Background: an optimization exercise with open tools, aiming at a short achievable clock period, few clock cycles and low power. Do not read the settings as production practice. Function was checked by simulation only, so behaviour that the tests miss may differ from the original. Power and IR drop assume default switching activity.

$ cat flow/config.mk
export PLATFORM = sky130hd
export DESIGN_NAME = rast1
export DESIGN_NICKNAME = rast1
export VERILOG_FILES = /design/flow/design.v
export SDC_FILE = /design/flow/constraint.sdc
export NUM_CORES = 4
export LEC_CHECK = 0
export CAP_MARGIN = 20
export CORE_MARGIN = 2
export CORE_UTILIZATION = 40
export CTS_BUF_LIST = sky130_fd_sc_hd__clkbuf_4 sky130_fd_sc_hd__clkbuf_8
export PLACE_DENSITY = 0.6
export SLEW_MARGIN = 20
$ cat flow/design.v
module rast1 (
    input             clk,
    input             rst,
    input             host_valid,
    input             host_we,
    input      [2:0]  host_addr,       
    input      [31:0] host_wdata,
    output reg        host_ready,
    output     [31:0] host_rdata,
    output reg        mem_valid,
    output reg        mem_we,
    output     [31:0] mem_addr,
    output reg [7:0]  mem_wdata,
    input             mem_ready,
    input      [7:0]  mem_rdata,
    input             mem_err
);
    localparam S_IDLE  = 2'd0;
    localparam S_SETUP = 2'd1;
    localparam S_RUN   = 2'd2;
    localparam P_BM  = 3'b000;
    localparam P_T1R = 3'b001;
    localparam P_T1W = 3'b011;
    localparam P_T2R = 3'b101;
    localparam P_T2W = 3'b111;
    reg [31:0] fb_base, bm_base, arg0, arg1, cmd;
    reg        st_err;
    reg [1:0]  state;
    reg [31:0] fp;              
    reg [31:0] bp;              
    reg        bsel;            
    reg [6:0]  hj;              
    reg [2:0]  lo_b;            
    reg [2:0]  hi_b;            
    reg [8:0]  rows_left;
    reg [6:0]  bcnt;            
    reg [2:0]  phase;           
    reg [31:0] sreg;            
    reg [23:0] fbq;             
    assign mem_addr   = bsel ? bp : fp;
    assign host_rdata = sreg;
    wire first = phase[0];
    wire t1    = hj[0];
    wire t2    = hj[1];
    function legal;
        input [31:0] c;
        legal = (c[31:8] == 24'd0) &&
                ((c[3:0] <= 4'd4 && c[7:4] == 4'd0) ||
                 (c[3:0] == 4'd5 && c[5:4] != 2'd3) ||
                 (c[3:0] == 4'd6 && c[5:4] != 2'd3 && c[7:6] == 2'd0));
    endfunction
    wire [3:0] w_op    = host_wdata[3:0];
    wire [1:0] w_wsel  = host_wdata[5:4];
    wire       w_legal = legal(host_wdata);
    wire       st_ill  = !legal(cmd);
    wire [1:0] wsel  = cmd[5:4];
    wire       blit  = cmd[2] & (cmd[0] | cmd[1]);         
    wire       andn  = cmd[2] & ~cmd[0];                   
    wire       span_clr = cmd[2] & ~cmd[1] & ~cmd[0];      
    wire [1:0] nm1   = (wsel == 2'd0) ? 2'd0 : (wsel == 2'd1) ? 2'd1 : 2'd3;   
    wire [3:0] nb4   = {2'd0, nm1} + 4'd1;                                     
    wire signed [17:0] x  = {{2{arg0[15]}}, arg0[15:0]};
    wire signed [17:0] x2 = {{2{arg0[31]}}, arg0[31:16]};
    wire signed [17:0] y  = {{2{arg1[15]}}, arg1[15:0]};
    wire signed [17:0] h  = {{2{arg1[31]}}, arg1[31:16]};
    wire x_on = !x[17] && (x < 18'sd640);
    wire y_on = !y[17] && (y < 18'sd400);
    wire               hl_sw  = (x2 < x);
    wire signed [17:0] hl_lo0 = hl_sw ? x2 : x;
    wire signed [17:0] hl_hi0 = hl_sw ? x : x2;
    wire               hl_ok  = y_on && !hl_hi0[17] && (hl_lo0 < 18'sd640);
    wire [9:0]         hl_lo  = hl_lo0[17] ? 10'd0 : hl_lo0[9:0];
    wire [9:0]         hl_hi  = (hl_hi0 > 18'sd639) ? 10'd639 : hl_hi0[9:0];
    wire               rc_ok  = x_on && y_on && (x2 > 18'sd0) && (h > 18'sd0);
    wire signed [17:0] rc_xe  = x + x2 - 18'sd1;
    wire [9:0]         rc_hi  = (rc_xe > 18'sd639) ? 10'd639 : rc_xe[9:0];
    wire signed [17:0] yh1    = y + h - 18'sd1;
    wire signed [17:0] rl_a   = y[17] ? yh1 : (h - 18'sd1);
    wire signed [17:0] rl_b   = y[17] ? 18'sd399 : (18'sd399 - y);
    wire [8:0]         rl     = (rl_a < rl_b) ? rl_a[8:0] : rl_b[8:0];
    wire               bl_yok = (h > 18'sd0) && (y < 18'sd400) && !yh1[17];
    wire               bl_xok = (w_wsel == 2'd0) ? (x > -18'sd8) :
                                (w_wsel == 2'd1) ? (x > -18'sd16) : (x > -18'sd32);
    wire               bl_ok  = bl_yok && bl_xok && (x < 18'sd640);
    wire               bl_in  = (w_wsel == 2'd0) ? (x < 18'sd632) :
                                (w_wsel == 2'd1) ? (x < 18'sd624) : (x < 18'sd608);
    wire [4:0]         bl_m   = {(w_wsel[1] ? x[4] : 1'b0), (w_wsel != 2'd0 ? x[3] : 1'b0), x[2:0]};
    wire [6:0]         bl_j0  = x[17] ? 7'd0 :
                                {x[9:5], (w_wsel[1] ? 1'b0 : x[4]), (w_wsel != 2'd0 ? 1'b0 : x[3])};
    wire [7:0] mk_lo = first ? (8'hFF >> lo_b) : 8'hFF;
    wire [7:0] mk_hi = (bcnt == 7'd0) ? (8'hFF << (3'd7 - hi_b)) : 8'hFF;
    wire [7:0] sp_mk = mk_lo & mk_hi;
    wire [3:0] g      = (phase[2] ? nb4 : 4'd0) + (phase[1] ? {2'd0, bcnt[1:0]} + 4'd1 : 4'd0);
    wire [3:0] p      = g - {2'd0, hi_b[1:0]};
    wire [3:0] pm1    = p - 4'd1;
    wire       vcur   = !p[3]   && (p[2:0]   <= {1'b0, nm1});
    wire       vprev  = !pm1[3] && (pm1[2:0] <= {1'b0, nm1});
    reg  [7:0] scur, sprev;
    always @(*) begin
        case (p[1:0])
            2'd0: scur = sreg[31:24];
            2'd1: scur = sreg[23:16];
            2'd2: scur = sreg[15:8];
            default: scur = sreg[7:0];
        endcase
        case (pm1[1:0])
            2'd0: sprev = sreg[31:24];
            2'd1: sprev = sreg[23:16];
            2'd2: sprev = sreg[15:8];
            default: sprev = sreg[7:0];
        endcase
        if (!vcur)  scur  = 8'd0;
        if (!vprev) sprev = 8'd0;
    end
    wire [15:0] sfun  = {sprev, scur} >> lo_b;
    wire [7:0] mr     = 8'hFF >> lo_b;
    wire [7:0] s_bl   = sfun[7:0];
    wire [7:0] f_bl   = (vcur ? mr : 8'd0) | (vprev ? ~mr : 8'd0);
    wire [7:0] fbb = (wsel == 2'd0) ? mem_rdata : (wsel == 2'd1) ? fbq[7:0] : fbq[23:16];
    wire [7:0] s_b = blit ? s_bl : (mem_we ? 8'hFF : sp_mk);
    reg  [7:0] merged;
    always @(*) begin
        if (andn)
            merged = fbb & ~s_b;
        else case ({cmd[6], cmd[7]})
            2'b00: merged = fbb | s_b;
            2'b01: merged = fbb ^ s_b;
            2'b10: merged = (fbb & ~f_bl) | s_b;
            default: merged = (fbb & ~f_bl) | (s_b ^ f_bl);
        endcase
    end
    wire [8:0]  r0     = arg1[15] ? 9'd0 : arg1[8:0];
    wire [14:0] r80    = {r0, 6'd0} + {2'd0, r0, 4'd0};
    wire [6:0]  sp_inc = 7'd80 - hj;                           
    wire [3:0]  tot    = (t1 & t2) ? {nb4[2:0], 1'b0} : nb4;
    wire [6:0]  bl_inc = 7'd81 - {3'd0, tot};                  
    wire        c_last = (bcnt[1:0] == nm1);
    reg  [31:0] fp_a, fp_b;
    always @(*) begin
        fp_a = fp;
        fp_b = 32'd1;
        if (state == S_IDLE) begin
            fp_a = fb_base;
            fp_b = {17'd0, r80};
        end else if (state == S_SETUP) begin
            fp_b = {25'd0, bcnt};
        end else if (blit) begin
            if (!phase[1] && c_last)
                fp_b = -{30'd0, nm1};
            else if (phase[1] && c_last && !(phase == P_T1W && t2))
                fp_b = {25'd0, bl_inc};
        end else begin
            if (bcnt == 7'd0)
                fp_b = {25'd0, sp_inc};
        end
    end
    wire [31:0] fp_sum = fp_a + fp_b;
    wire [16:0] skip   = arg1[15] ? (17'd0 - {1'b1, arg1[15:0]}) : 17'd0;
    wire [31:0] bp_sum = (state == S_SETUP) ? bm_base + (bp << wsel) : bp + 32'd1;
    wire xfer = mem_valid && mem_ready;
    always @(posedge clk) begin
        if (rst) begin
            fb_base    <= 32'd0;
            bm_base    <= 32'd0;
            arg0       <= 32'd0;
            arg1       <= 32'd0;
            cmd        <= 32'd0;
            st_err     <= 1'b0;
            state      <= S_IDLE;
            host_ready <= 1'b0;
            mem_valid  <= 1'b0;
        end else begin
            host_ready <= 1'b0;
            case (state)
            S_IDLE: begin
                fp <= fp_sum;
                bp <= {15'd0, skip};
                if (host_valid && !host_ready) begin
                    case (host_addr)
                        3'd0: sreg <= fb_base;
                        3'd1: sreg <= bm_base;
                        3'd2: sreg <= arg0;
                        3'd3: sreg <= arg1;
                        3'd4: sreg <= cmd;
                        3'd5: sreg <= {26'd0, st_err, st_ill, 3'd0, st_err | st_ill};
                        3'd6: sreg <= {16'd400, 16'd640};
                        default: sreg <= 32'd0;
                    endcase
                    if (host_we && host_addr == 3'd4) begin
                        cmd    <= host_wdata;
                        st_err <= 1'b0;
                        host_ready <= 1'b1;
                        case (w_op)
                            4'd1: begin
                                bcnt <= x[9:3];  lo_b <= x[2:0];
                                hj   <= x[9:3];  hi_b <= x[2:0];
                                rows_left <= 9'd0;
                                if (w_legal && x_on && y_on) begin
                                    host_ready <= 1'b0;
                                    state <= S_SETUP;
                                end
                            end
                            4'd2: begin
                                bcnt <= hl_lo[9:3];  lo_b <= hl_lo[2:0];
                                hj   <= hl_hi[9:3];  hi_b <= hl_hi[2:0];
                                rows_left <= 9'd0;
                                if (w_legal && hl_ok) begin
                                    host_ready <= 1'b0;
                                    state <= S_SETUP;
                                end
                            end
                            4'd3, 4'd4: begin
                                bcnt <= x[9:3];      lo_b <= x[2:0];
                                hj   <= rc_hi[9:3];  hi_b <= rc_hi[2:0];
                                rows_left <= rl;
                                if (w_legal && rc_ok) begin
                                    host_ready <= 1'b0;
                                    state <= S_SETUP;
                                end
                            end
                            4'd5, 4'd6: begin
                                bcnt <= bl_j0;
                                lo_b <= x[2:0];
                                hi_b <= {1'b0, bl_m[4:3]};
                                hj   <= {5'd0, (bl_m != 5'd0) && bl_in, !x[17]};
                                rows_left <= rl;
                                if (w_legal && bl_ok) begin
                                    host_ready <= 1'b0;
                                    state <= S_SETUP;
                                end
                            end
                            default: ;
                        endcase
                    end else begin
                        if (host_we) begin
                            case (host_addr)
                                3'd0: fb_base <= host_wdata;
                                3'd1: bm_base <= host_wdata;
                                3'd2: arg0    <= host_wdata;
                                3'd3: arg1    <= host_wdata;
                                default: ;
                            endcase
                        end
                        host_ready <= 1'b1;
                    end
                end
            end
            S_SETUP: begin
                fp        <= fp_sum;
                bp        <= bp_sum;
                mem_valid <= 1'b1;
                state     <= S_RUN;
                if (blit) begin
                    bcnt   <= 7'd0;
                    phase  <= P_BM;
                    bsel   <= 1'b1;
                    mem_we <= 1'b0;
                end else begin
                    bcnt   <= hj - bcnt;
                    hj     <= hj - bcnt;
                    phase  <= 3'd1;                   
                    bsel   <= 1'b0;
                    mem_we <= (lo_b == 3'd0) && (hj != bcnt || hi_b == 3'd7);
                    mem_wdata <= span_clr ? 8'h00 : 8'hFF;
                end
            end
            default: begin     
                if (xfer) begin
                    if (mem_err) begin
                        mem_valid  <= 1'b0;
                        st_err     <= 1'b1;
                        host_ready <= 1'b1;
                        state      <= S_IDLE;
                    end else if (!blit) begin
                        mem_wdata <= merged;
                        if (!mem_we) begin
                            mem_we <= 1'b1;
                        end else if (bcnt != 7'd0) begin
                            fp     <= fp_sum;
                            bcnt   <= bcnt - 7'd1;
                            phase  <= 3'd0;
                            mem_we <= !(bcnt == 7'd1 && hi_b != 3'd7);
                        end else if (rows_left != 9'd0) begin
                            fp        <= fp_sum;
                            bcnt      <= hj;
                            phase     <= 3'd1;
                            rows_left <= rows_left - 9'd1;
                            mem_we    <= (lo_b == 3'd0) && (hj != 7'd0 || hi_b == 3'd7);
                        end else begin
                            mem_valid  <= 1'b0;
                            host_ready <= 1'b1;
                            state      <= S_IDLE;
                        end
                    end else begin
                        if (phase[0])
                            fbq <= {fbq[15:0], mem_rdata};
                        if (!phase[0]) begin
                            case (bcnt[1:0])
                                2'd0: sreg[31:24] <= mem_rdata;
                                2'd1: sreg[23:16] <= mem_rdata;
                                2'd2: sreg[15:8]  <= mem_rdata;
                                default: sreg[7:0] <= mem_rdata;
                            endcase
                            bp <= bp_sum;
                            if (c_last) begin
                                bcnt  <= 7'd0;
                                phase <= t1 ? P_T1R : P_T2R;
                                bsel  <= 1'b0;
                            end else begin
                                bcnt  <= bcnt + 7'd1;
                            end
                        end else if (!phase[1]) begin
                            fp <= fp_sum;
                            if (c_last) begin
                                bcnt      <= 7'd0;
                                phase[1]  <= 1'b1;
                                mem_we    <= 1'b1;
                                mem_wdata <= merged;
                            end else begin
                                bcnt  <= bcnt + 7'd1;
                            end
                        end else begin
                            if (!c_last) begin
                                fp        <= fp_sum;
                                bcnt      <= bcnt + 7'd1;
                                mem_wdata <= merged;
                            end else begin
                                bcnt <= 7'd0;
                                if (phase == P_T1W && t2) begin
                                    fp     <= fp_sum;
                                    phase  <= P_T2R;
                                    mem_we <= 1'b0;
                                end else if (rows_left != 9'd0) begin
                                    fp        <= fp_sum;
                                    rows_left <= rows_left - 9'd1;
                                    phase     <= P_BM;
                                    bsel      <= 1'b1;
                                    mem_we    <= 1'b0;
                                end else begin
                                    mem_valid  <= 1'b0;
                                    host_ready <= 1'b1;
                                    state      <= S_IDLE;
                                end
                            end
                        end
                    end
                end
            end
            endcase
        end
    end
endmodule
$ cat flow/constraint.sdc
create_clock -name core_clock -period 10.0 [get_ports {clk}]
set_input_delay 2.0000 -clock core_clock [delete_from_list [all_inputs] [get_ports {clk}]]
set_output_delay 2.0000 -clock core_clock [all_outputs]
set_load 0.01 [all_outputs]
$ cat flow/run.sh
#!/bin/bash
# synth_recipe.tcl (not shown) runs the flow's synth.tcl, then flattens the netlist and writes it again
# the make line also repeats each setting of config.mk as NAME=value (left out here)
make -C /OpenROAD-flow-scripts/flow DESIGN_CONFIG=/design/flow/config.mk WORK_HOME=/design/flow/orfs CLKGATE_MAP_FILE= SYNTH_SCRIPT=/design/flow/synth_recipe.tcl finish
==> flow_summary.yaml, run 1 <==
run_status:
  status: "finished clean"
drt:
  drtAntennaViolNets: 0
  drt-initial-drc-count: 3086
  num_vias: 27064
  drt-total-wl_um: 107000
  drc: 0
  viasPerCell: 5.99
  wl_per_cell_um: 23.7
  dr.pass1.iters: 8
yosys:
  synthXorXnorAreaFrac_pct: 4.66
  yosysMostFrequentCell: "nand2_1"
  synth_top_family_by_area: "compound AO/OA/AOI/OAI gates"
  muxShareOfSynthArea_pct: 8.43
  ys_ff_latch: 327
  yosysSeqAreaShare_pct: 29.2
  synthCells: 3513
  syn_nets: 3786
  ys_types: 95
  synth_area_mm2: 0.0279
  synth_ff_type: "dfxtp_1"
  synthAdderAreaFrac_pct: 10.3
  synth_compound_area_share_pct: 21.5
  synth_warnings: 1
  synth_top_cells_by_count: "nand2_1 (676), a21oi_1 (349), o21ai_0 (217), ha_1 (216), inv_1 (214)"
  synth_area_leaders: "edfxtp_1 (17%), dfxtp_1 (12%), ha_1 (9.7%)"
  synth_top_area_share_pct: 17.4
  syn_area_per_cell_um2: 7.95
  synth_largest_area_cell: "edfxtp_1"
  synth_edf_count: 162
  async_flop_share_pct: 0
  synth-simple-area-share_pct: 19.9
worst_hold_path:
  hp-class: "reg2reg"
worst_setup_path:
  cp-start-kind: "register"
  worstPathArrival_ps: 6700
  cp-end-kind: "register"
  critPathKind: "reg2reg"
  crit_path_max_fanout: 15
  required_ps: 10500
floorplan:
  dieHeight_um: 268
  die_x_um: 268
  core_mm2: 0.0688
  fp.dieArea_mm2: 0.0719
  rows: 96
  io_pins: 124
  initial_core_util_pct: 40.6
clocking:
  htree_num_levels: 3
  cts_buffer_depth: 3
  post_cts_buffers: 0
  hold_buffers: 0
  cts_buffers: 67
  clock_latency_ps: 690
  cts.clk_slew.worst_paths_ps: 70
  cts-resized-gates: 0
  cts-root-buf: "clkbuf_8"
  cts_num_sinks: 327
  cts_tree: "done"
timing:
  fin_tns_setup_ps: 0
  slew_viol_final: 0
  rsz0062_at_grt: "false"
  finalCriticalPeriod_ps: 6200
  finalSetupViolations: 0
  finClkSkew_ps: 59.7
  fmax_mhz: 161
  slew-limit-headroom_pct: 33.1
  timing.final.crit_share_pct: 62.0
  worstMarginPinSlew_ps: 1000
  hold_viol_final: 0
layout:
  finalNetCount: 3808
  layout-drive-gt1-share_pct: 8.23
  fillers: 6889
  area_growth_syn_to_layout_pct: 12.1
  fin_util_pct: 45.5
place:
  io_buffer_count: 123
  place.gp.congestion: 0.981
  dp_hpwl_um: 79600
pwr:
  p_leak_uw: 0.0120
  ir_drop_mv: 0.0956
  power.density_mw_per_mm2: 116
global_routing:
  track_usage_pct: 29.5
  overflow: 0
  grt_pass1_wl_um: 160000
  first_global_vias: 25213
  grt_max_degree: 75
  antenna_found_initial: 3
job:
  cap_violations: 0
-- cells by family (layout without fill, tap and decap cells) --
group                      after synthesis  after routing
muxes                                  171            171
AOI/OAI and AO/OA                      963            963
buffers and inverters                  429            501
DFF                                    327            327
other                                    0              2
adders and majority gates              225            225
xor gates and xnor gates               147            147
and+or+nand+nor                       1251           1251
-- final timing paths --
| check | from | to | slack, ps | cells past startpoint |
|---|---|---|---|---|
| setup / recovery | bcnt[1] | mem_wdata[4] | 3800 | 21 |
| hold / removal | fbq[9] | fbq[17] | 420 | 0 |
| setup reg to reg | bcnt[1] | mem_wdata[4] | 3800 | 21 |
| hold reg to reg | fbq[9] | fbq[17] | 420 | 0 |
-- sequential cells by signal, indices dropped and copies added (netlist names), 2 cells and up --
name,cells
fbq,24
phase,3
fp,32
hi_b,3
rows_left,9
mem_wdata,8
state,2
arg0,32
hj,7
bcnt,7
sreg,32
bp,32
bm_base,32
cmd,32
arg1,32
fb_base,32
lo_b,3
-- per-stage QoR --
step / total power (µW) / hold WS, ps / cell area [µm²] / instances / setup slack [ps]
2_1_floorplan: 1870 / 400 / 27900 / 3513 / 4560
3_3_place_gp: 2090 / 401 / 29800 / 4396 / 4110
3_5_place_dp: 2090 / 405 / 29800 / 4396 / 4000
4_1_cts: 3640 / 412 / 31300 / 4515 / 3960
5_1_grt: 3760 / 424 / 31300 / 4517 / 3500
6_report: 3640 / 416 / 31300 / 4518 / 3800
-- report_power, final --
group          switching (µW)  internal [µW]  leakage, µW  total (µW)
registers                53.4           1450      0.00290        1500
clock network             675            889     0.000760        1560
logic                     349            223      0.00830         572
total                    1080           2560       0.0120        3640
-- critical path, cell delays in order, from the launching register on --
cell and delay [ps]:
edfxtp_1 640, inv_1 230, ha_1 370, nand2_1 80
fa_1 510, inv_1 70, fa_1 660, ha_1 550
a222oi_1 240, a21oi_1 360, mux2i_1 130, nor3_1 400
mux2i_1 140, a211oi_1 530, inv_1 140, ha_1 310
nor2_1 40, a21oi_1 130, o22ai_1 80, a21oi_1 150
o21ai_0 100, nor3_1 150
-- cells in the final DEF (no fill, tap or decap), types with 13 or more instances in the layout --
master and instances:
a211oi_1 25, a21o_1 46, a21oi_1 348, a221oi_1 20, a222oi_1 15, a22oi_1 36
a31oi_1 25, and2_1 15, and3_1 20, buf_4 39, clkbuf_4 18, clkbuf_8 78
clkdlybuf4s50_1 120, dfxtp_1 162, edfxtp_1 162, ha_1 216, inv_1 214, mux2_2 44
mux2i_1 80, mux4_2 47, nand2_1 675, nand2b_1 33, nand3_1 70, nand4_1 23
nor2_1 201, nor2b_1 26, nor3_1 74, nor4_1 24, o211ai_1 22, o21a_1 22
o21ai_0 216, o21bai_1 19, o221ai_1 17, o22ai_1 26, o31ai_1 19, or3_1 13
or4_1 15, xnor2_1 89, xor2_1 57
-- layer usage --
metal / share of wire [%] / track usage, %
met1: 42 / 38.6
met2: 44 / 46.2
met4: 6.4 / 16.4
met5: 0.017 / 0
met3: 7.6 / 4.93
-- area by class of cell --
cell class	instances	area, µm²	share of cell area (%)
diodes	2	5.00	0.0160
inverters	219	822	2.63
flip-flops and latches	327	8170	26.1
multi-input cells	2757	18200	58.0
well taps	931	1160	3.72
clock buffers	96	1210	3.86
repair buffers	163	1520	4.86
clock inverters	23	249	0.796
Testbench counts, summed over its fixed seeds: cycles 175,694.
==> run 2: changes to the inputs <==
--- a/flow/config.mk
+++ b/flow/config.mk
@@ -8,6 +8,5 @@
 export CAP_MARGIN = 20
 export CORE_MARGIN = 2
 export CORE_UTILIZATION = 40
-export CTS_BUF_LIST = sky130_fd_sc_hd__clkbuf_4 sky130_fd_sc_hd__clkbuf_8
 export PLACE_DENSITY = 0.6
 export SLEW_MARGIN = 20
==> run 2 against run 1 <==
Hold slack got worse by 5.6 ps. Final area decreased by 0.36%. First-iteration DRC count decreased by 2.2%. Clock power about the same. Synthesized cell count unchanged. Combinational power about the same. Via count decreased by 0.62%. Power decreased by 0.43%. Sequential share of layout area increased by 0.095 points. Non-clock buffer count decreased by 1. Wire length decreased by 0.33%. Critical path type unchanged. Critical endpoint unchanged. Highest routed layer unchanged.
==> flow_summary.yaml, run 2 <==
layout:
  area_growth_syn_to_layout_pct: 11.7
  layout_commonest_cell: "nand2_1"
  layout_common_cells: "nand2_1 (675), a21oi_1 (348), o21ai_0 (216), ha_1 (216), inv_1 (214)"
  finalNetCount: 3781
  fin_cells: 4466
  layout-drive-gt1-share_pct: 6.79
  antennaDiodeCount: 0
clocking:
  htree_num_levels: 2
  cts-resized-gates: 0
  cts_buffers: 41
  cts-root-buf: "clkbuf_16"
  hold_buffers: 0
  clock_latency_ps: 600
  post_cts_buffers: 0
  cts_tree: "done"
  cts_buffer_depth: 3
  cts.clk_slew.worst_paths_ps: 60
  cts_num_sinks: 327
place:
  place.gp.congestion: 0.981
  io_buffer_count: 123
  post-place-ws_ps: 4000
  dp.cells: 4396
  dp_hpwl_um: 79600
global_routing:
  antenna_found_initial: 3
  overflow: 0
  first_global_vias: 24914
  grt_pass1_wl_um: 159000
  track_usage_pct: 29.3
  grt_max_degree: 75
timing:
  finalSetupViolations: 0
  hold_viol_final: 0
  fmax_mhz: 162
  timing.final.crit_share_pct: 61.9
  finalCriticalPeriod_ps: 6190
  rsz0062_at_grt: "false"
  layout_setup_ws_ps: 3810
  worstMarginPinSlew_ps: 996
  finClkSkew_ps: 13.5
  slew_viol_final: 0
  slew-limit-headroom_pct: 32.9
  fin_hold_ws_ps: 410
  fin_tns_setup_ps: 0
worst_setup_path:
  rrSetupSlack_ps: 3810
  cp_num_buf_inv: 3
  reg2reg_from: "bcnt[1]"
  critPathSlowestCell: "fa_1"
  critPathKind: "reg2reg"
  crit_path_max_fanout: 15
  reg2reg_to: "mem_wdata[4]"
  crit_family: "adder cells"
  r2r_cells: 21
  required_ps: 10440
  crit_path_max_incr_delay_ps: 660
  cp-end-kind: "register"
  cp-start-kind: "register"
  crit_chain: "inv_1 -> ha_1 -> nand2_1 -> fa_1 -> inv_1 -> fa_1 -> ha_1 -> a222oi_1 -> a21oi_1 -> mux2i_1 -> nor3_1 -> mux2i_1 -> a211oi_1 -> inv_1 -> ha_1 -> nor2_1 -> a21oi_1 -> o22ai_1 -> a21oi_1 -> o21ai_0 -> nor3_1"
  worstPathArrival_ps: 6630
drt:
  viasPerCell: 6.02
  wl_per_cell_um: 23.9
  drt-total-wl_um: 107000
  num_vias: 26897
  drc: 0
  drt-initial-drc-count: 3018
  dr.pass1.iters: 7
  drtAntennaViolNets: 0
worst_hold_path:
  holdPathEnd: "fbq[17]"
  min_from: "fbq[9]"
  hold_path_depth: 0
  hp-class: "reg2reg"
yosys:
  async_flop_share_pct: 0
  synth_top_cells_by_count: "nand2_1 (676), a21oi_1 (349), o21ai_0 (217), ha_1 (216), inv_1 (214)"
  synth_ff_type: "dfxtp_1"
  synth_area_leaders: "edfxtp_1 (17%), dfxtp_1 (12%), ha_1 (9.7%)"
  ys_types: 95
  yosysMostFrequentCell: "nand2_1"
  synth_warnings: 1
  synthCells: 3513
  synth_area_mm2: 0.0279
  yosysSeqAreaShare_pct: 29.2
  syn_nets: 3786
  synth_largest_area_cell: "edfxtp_1"
  synth_top_area_share_pct: 17.4
  synth_edf_count: 162
  syn_area_per_cell_um2: 7.95
  ys_ff_latch: 327
pwr:
  p_comb_share_pct: 15.8
  clockPowerShare_pct: 42.8
  p_sw_uw: 1040
  p_sw_share_pct: 28.7
  ir_drop_mv: 0.114
  p_leak_uw: 0.0119
  power.density_mw_per_mm2: 116
  power.internal_uw: 2580
  power_frac_seq_pct: 41.4
floorplan:
  dieHeight_um: 268
  core_mm2: 0.0688
  die_x_um: 268
  initial_core_util_pct: 40.6
  rows: 96
  io_pins: 124
  fp.dieArea_mm2: 0.0719
run_status:
  status: "finished clean"
job:
  cap_violations: 0
-- run 2: cell families after synthesis --
logic type | Yosys count | share of synthesized area, %
buffers and inverters | 429 | 6.01
and+or+nand+nor | 1251 | 19.9
muxes | 171 | 8.43
adders and majority gates | 225 | 10.3
DFF | 327 | 29.2
xor gates and xnor gates | 147 | 4.66
AOI/OAI and AO/OA | 963 | 21.5
-- run 2: cell type report --
class,count,area (µm²)
fillers,6862,37600
multi-input cells,2757,18200
flip-flops and latches,327,8170
repair buffers,162,1520
well taps,931,1160
clock buffers,54,1150
inverters,219,822
clock inverters,16,201
-- run 2: routing by layer --
metal  track usage, %  vias to the layer above  wire length [µm]
li1                 -                    12608                 -
met1             38.5                    12823             44400
met2             46.3                     1214             47500
met3             4.43                      248              8460
met4             15.7                        4              6380
met5                0                        -                23
-- run 2: how the worst max path moves through the flow --
stage	slack, ps	cells after the start	end	start
detailed placement	4000	21	mem_wdata[4]	bcnt[1]
finish	3810	21	mem_wdata[4]	bcnt[1]
global route	3490	20	mem_wdata[5]	bcnt[1]
CTS	3990	18	fp[31]	bcnt[1]
floorplan	4560	21	mem_wdata[5]	bcnt[1]
global placement	4110	21	mem_wdata[4]	bcnt[1]
-- run 2: worst reg2reg max path, cell delays in order (launching register included) --
cell	delay, ps
edfxtp_1	640
inv_1	230
ha_1	370
nand2_1	80
fa_1	520
inv_1	80
fa_1	660
ha_1	550
a222oi_1	240
a21oi_1	370
mux2i_1	130
nor3_1	420
mux2i_1	150
a211oi_1	520
inv_1	140
ha_1	310
nor2_1	40
a21oi_1	130
o22ai_1	80
a21oi_1	150
o21ai_0	90
nor3_1	140
-- run 2: through the flow --
step / total power, µW / cell area (µm²) / utilization (%)
finish: 3620 / 31200 / 45.3
detailed placement: 2090 / 29800 / 43.3
global placement: 2090 / 29800 / 43.3
global route: 3730 / 31200 / 45.3
floorplan: 1870 / 27900 / -
CTS: 3620 / 31200 / 45.3
-- run 2: power by group through the flow --
stage | Clock (µW) | Sequential (µW) | Combinational, µW
finish | 1550 | 1500 | 573
floorplan | 0 | 1500 | 367
global placement | 0 | 1530 | 561
global route | 1610 | 1500 | 623
CTS | 1560 | 1500 | 564
detailed placement | 0 | 1530 | 561
==> run 3: changes to the inputs <==
--- a/flow/config.mk
+++ b/flow/config.mk
@@ -7,6 +7,9 @@
 export LEC_CHECK = 0
 export CAP_MARGIN = 20
 export CORE_MARGIN = 2
-export CORE_UTILIZATION = 40
-export PLACE_DENSITY = 0.6
+export CORE_UTILIZATION = 60
+export CTS_BUF_LIST = sky130_fd_sc_hd__clkbuf_2 sky130_fd_sc_hd__clkbuf_4
+export CTS_CLUSTER_SIZE = 20
+export PLACE_DENSITY = 0.7
+export SETUP_SLACK_MARGIN = 5
 export SLEW_MARGIN = 20
==> run 3 against run 2 <==
Hold slack got worse by 0.88 ps. Power decreased by 6.1%. Utilization increased by 24 points. Combinational power increased by 7.3%. Setup slack improved by 1200 ps. Register-to-register slack improved by 1200 ps. First-iteration DRC count increased by 40%. Clock power decreased by 17%. Final cell count decreased by 3.7%. Clock-buffer cell count increased by 76. Maximum frequency increased by 23%. Final area increased by 2.4%. Critical path type unchanged. Largest cell class unchanged.
==> flow_summary.yaml, run 3 <==
timing:
  fin_tns_setup_ps: 0
  slew-limit-headroom_pct: 27.9
  finClkSkew_ps: 79.9
  finalCriticalPeriod_ps: 5020
  fmax_mhz: 199
  timing.final.crit_share_pct: 50.2
  finalSetupViolations: 0
  worstMarginPinSlew_ps: 1080
  slew_viol_final: 0
  hold_viol_final: 0
  fin_hold_ws_ps: 409
  rsz0062_at_grt: "true"
pwr:
  p_leak_uw: 0.0123
  power.density_mw_per_mm2: 106
  power_uw: 3400
  ir_drop_mv: 0.132
worst_setup_path:
  crit_path_max_incr_delay_ps: 570
  reg2reg_from: "bcnt[0]"
  r2r_cells: 21
  cp-start-kind: "register"
  critPathSlowestCell: "fa_2"
  critPathKind: "reg2reg"
  crit_chain: "inv_2 -> ha_4 -> nand2_2 -> fa_1 -> inv_2 -> fa_2 -> buf_6 -> inv_6 -> ha_4 -> buf_4 -> a222oi_1 -> mux2i_2 -> mux2i_1 -> nor3_2 -> mux4_2 -> o22ai_4 -> ha_4 -> a21oi_2 -> nor2_1 -> a211oi_2 -> o21ai_1"
  worstPathArrival_ps: 5580
  required_ps: 10560
  crit_path_max_fanout: 14
  cp-end-kind: "register"
  crit_path_frequent_cell: "ha_4"
  reg2reg_to: "mem_wdata[0]"
  rrSetupSlack_ps: 4980
global_routing:
  track_usage_pct: 44.4
  grt_pass1_wl_um: 162000
  first_global_vias: 27114
  grt_max_degree: 96
  antenna_found_initial: 4
  overflow: 0
floorplan:
  fp.dieArea_mm2: 0.0483
  initial_core_util_pct: 60.4
  rows: 79
  dieHeight_um: 220
  die_x_um: 220
  io_pins: 124
  core_mm2: 0.0463
clocking:
  cts_num_sinks: 327
  cts-root-buf: "clkbuf_4"
  clock_latency_ps: 900
  cts_buffer_depth: 3
  hold_buffers: 0
  cts.clk_slew.worst_paths_ps: 70
  cts_tree: "done"
  cts_buffers: 92
  htree_num_levels: 3
yosys:
  synth_top_cells_by_count: "nand2_1 (676), a21oi_1 (349), o21ai_0 (217), ha_1 (216), inv_1 (214)"
  ys_types: 95
  yosysSeqAreaShare_pct: 29.2
  synth_ff_type: "dfxtp_1"
  synth_area_mm2: 0.0279
  synthCells: 3513
  synth_area_leaders: "edfxtp_1 (17%), dfxtp_1 (12%), ha_1 (9.7%)"
  yosysMostFrequentCell: "nand2_1"
  syn_nets: 3786
  synth_warnings: 1
  ys_ff_latch: 327
  async_flop_share_pct: 0
  synth_edf_count: 162
  syn_area_per_cell_um2: 7.95
  synth_top_area_share_pct: 17.4
  synth_largest_area_cell: "edfxtp_1"
run_status:
  status: "finished clean"
drt:
  drtAntennaViolNets: 0
  drt-initial-drc-count: 4216
  wl_per_cell_um: 25.7
  num_vias: 29191
  drt-total-wl_um: 111000
  drc: 0
  dr.pass1.iters: 7
  viasPerCell: 6.79
job:
  cap_violations: 0
worst_hold_path:
  hold_path_depth: 0
  min_from: "fbq[10]"
  hp-class: "reg2reg"
  holdPathEnd: "fbq[18]"
layout:
  area_growth_syn_to_layout_pct: 14.3
  fillers: 3747
  seqCellArea_mm2: 0.00821
  finalNetCount: 3894
  layout-drive-gt1-share_pct: 13.5
  fin_area_mm2: 0.0319
  layout_common_cells: "nand2_1 (669), a21oi_1 (334), inv_1 (204)"
  fin_util_pct: 69.0
  layout_commonest_cell: "nand2_1"
  multi_input_area_mm2: 0.0188
place:
  dp_hpwl_um: 79800
  place.gp.congestion: 1.02
  io_buffer_count: 123
  placed_cell_area_mm2: 0.0294
## run 3: cell counts after synthesis
No cell type changed its count.
## run 3: kinds of logic after synthesis
logic type      Yosys count  synth area share (%)
mux                     171                  8.43
xor+xnor                147                  4.66
compound gates          963                  21.5
buf+inv                 429                  6.01
fa+ha+maj               225                  10.3
flops                   327                  29.2
simple gates           1251                  19.9
## run 3: layout make-up
cell class	count	area share [%]
multi-input combinational	2757	58.9
sequential	327	25.7
timing repair buffer	223	6.65
clock buffer	130	3.06
inverter	219	2.66
tap	607	2.38
clock inverter	35	0.607
antenna	3	0.0235
timing repair inverter	1	0.0157
## run 3: where the power goes
part | switching, µW | internal [µW]
logic | 372 | 243
clock network | 656 | 632
registers | 54.6 | 1440
total | 1080 | 2320
## run 3: how the worst max path moves through the flow
stage                   endpoint     start
finish              mem_wdata[0]   bcnt[0]
floorplan           mem_wdata[5]   bcnt[1]
global route              fp[31]  arg1[15]
detailed placement        fp[31]  arg1[15]
CTS                       fp[31]     hj[0]
global placement          fp[31]  arg1[15]
## run 3: per-stage QoR
step	cells	worst slack, ps
after floorplan	3513	4870
after global placement	4064	4080
after detailed placement	4065	3900
after CTS	4246	5000
after global routing	4301	4780
final	4302	4980
## run 3: metal layers
metal	routed length (µm)	GRT usage (%)	vias up
met2	47500	67.1	2099
li1	-	-	12904
met4	9080	30.6	2
met3	13700	10.9	445
met1	40300	56.0	13741
met5	11	0	-
## run 3: critical path: cells and delay by family (launching register included)
family                   cells  cell delay [ps]
AND/OR/NAND/NOR              3              240
multiplexers                 3              930
AO/OA/AOI/OAI                5              940
adder cells (fa/ha/maj)      5             1770
buffers and inverters        5              470
flip-flops                   1              370
## run 3: timing repair
action | 4_1_cts | 5_1_grt
setup endpoints to repair | 37 | 31
pin swaps | 13 | 54
buffers inserted | 14 | 50
gates cloned | 2 | 1
resized for setup | 77 | 113

[port drivers added, routing unchanged]
In the flow no input, the clock included, has a driving cell. The finished layouts below were timed again as built, in two steps. Step 1 sets driving cells, clkbuf_16 on the clock port and buf_2 on the other inputs (assumed; they add their load-dependent delay and slew). Step 2 adds t to the input delays and takes it off the output delays; t is the mean of the earliest and latest rising clock arrival at the registers after step 1. Input paths then give back, and output paths get back, about the clock's delay inside the block. Three values: ideal ports, drivers, drivers and shift; two values: the first two.
run	shift t [ns]	setup WS [ns]	worst setup path at the end	clock arrival spread, ns	cell pins on the clock port's net
run 1	0.716	3.796 / 3.796 / 3.796	register to register	0.068 / 0.069	1
run 2	0.653	3.810 / 3.810 / 3.810	register to register	0.016 / 0.016	1
run 3	0.921	4.977 / 4.977 / 4.233	input to register	0.080 / 0.080	1
After both steps setup and hold are still met in every run listed. For run 3, which loses most, drivers alone change the setup slack by 0.000 ns; drivers and shift together by -0.744 ns.
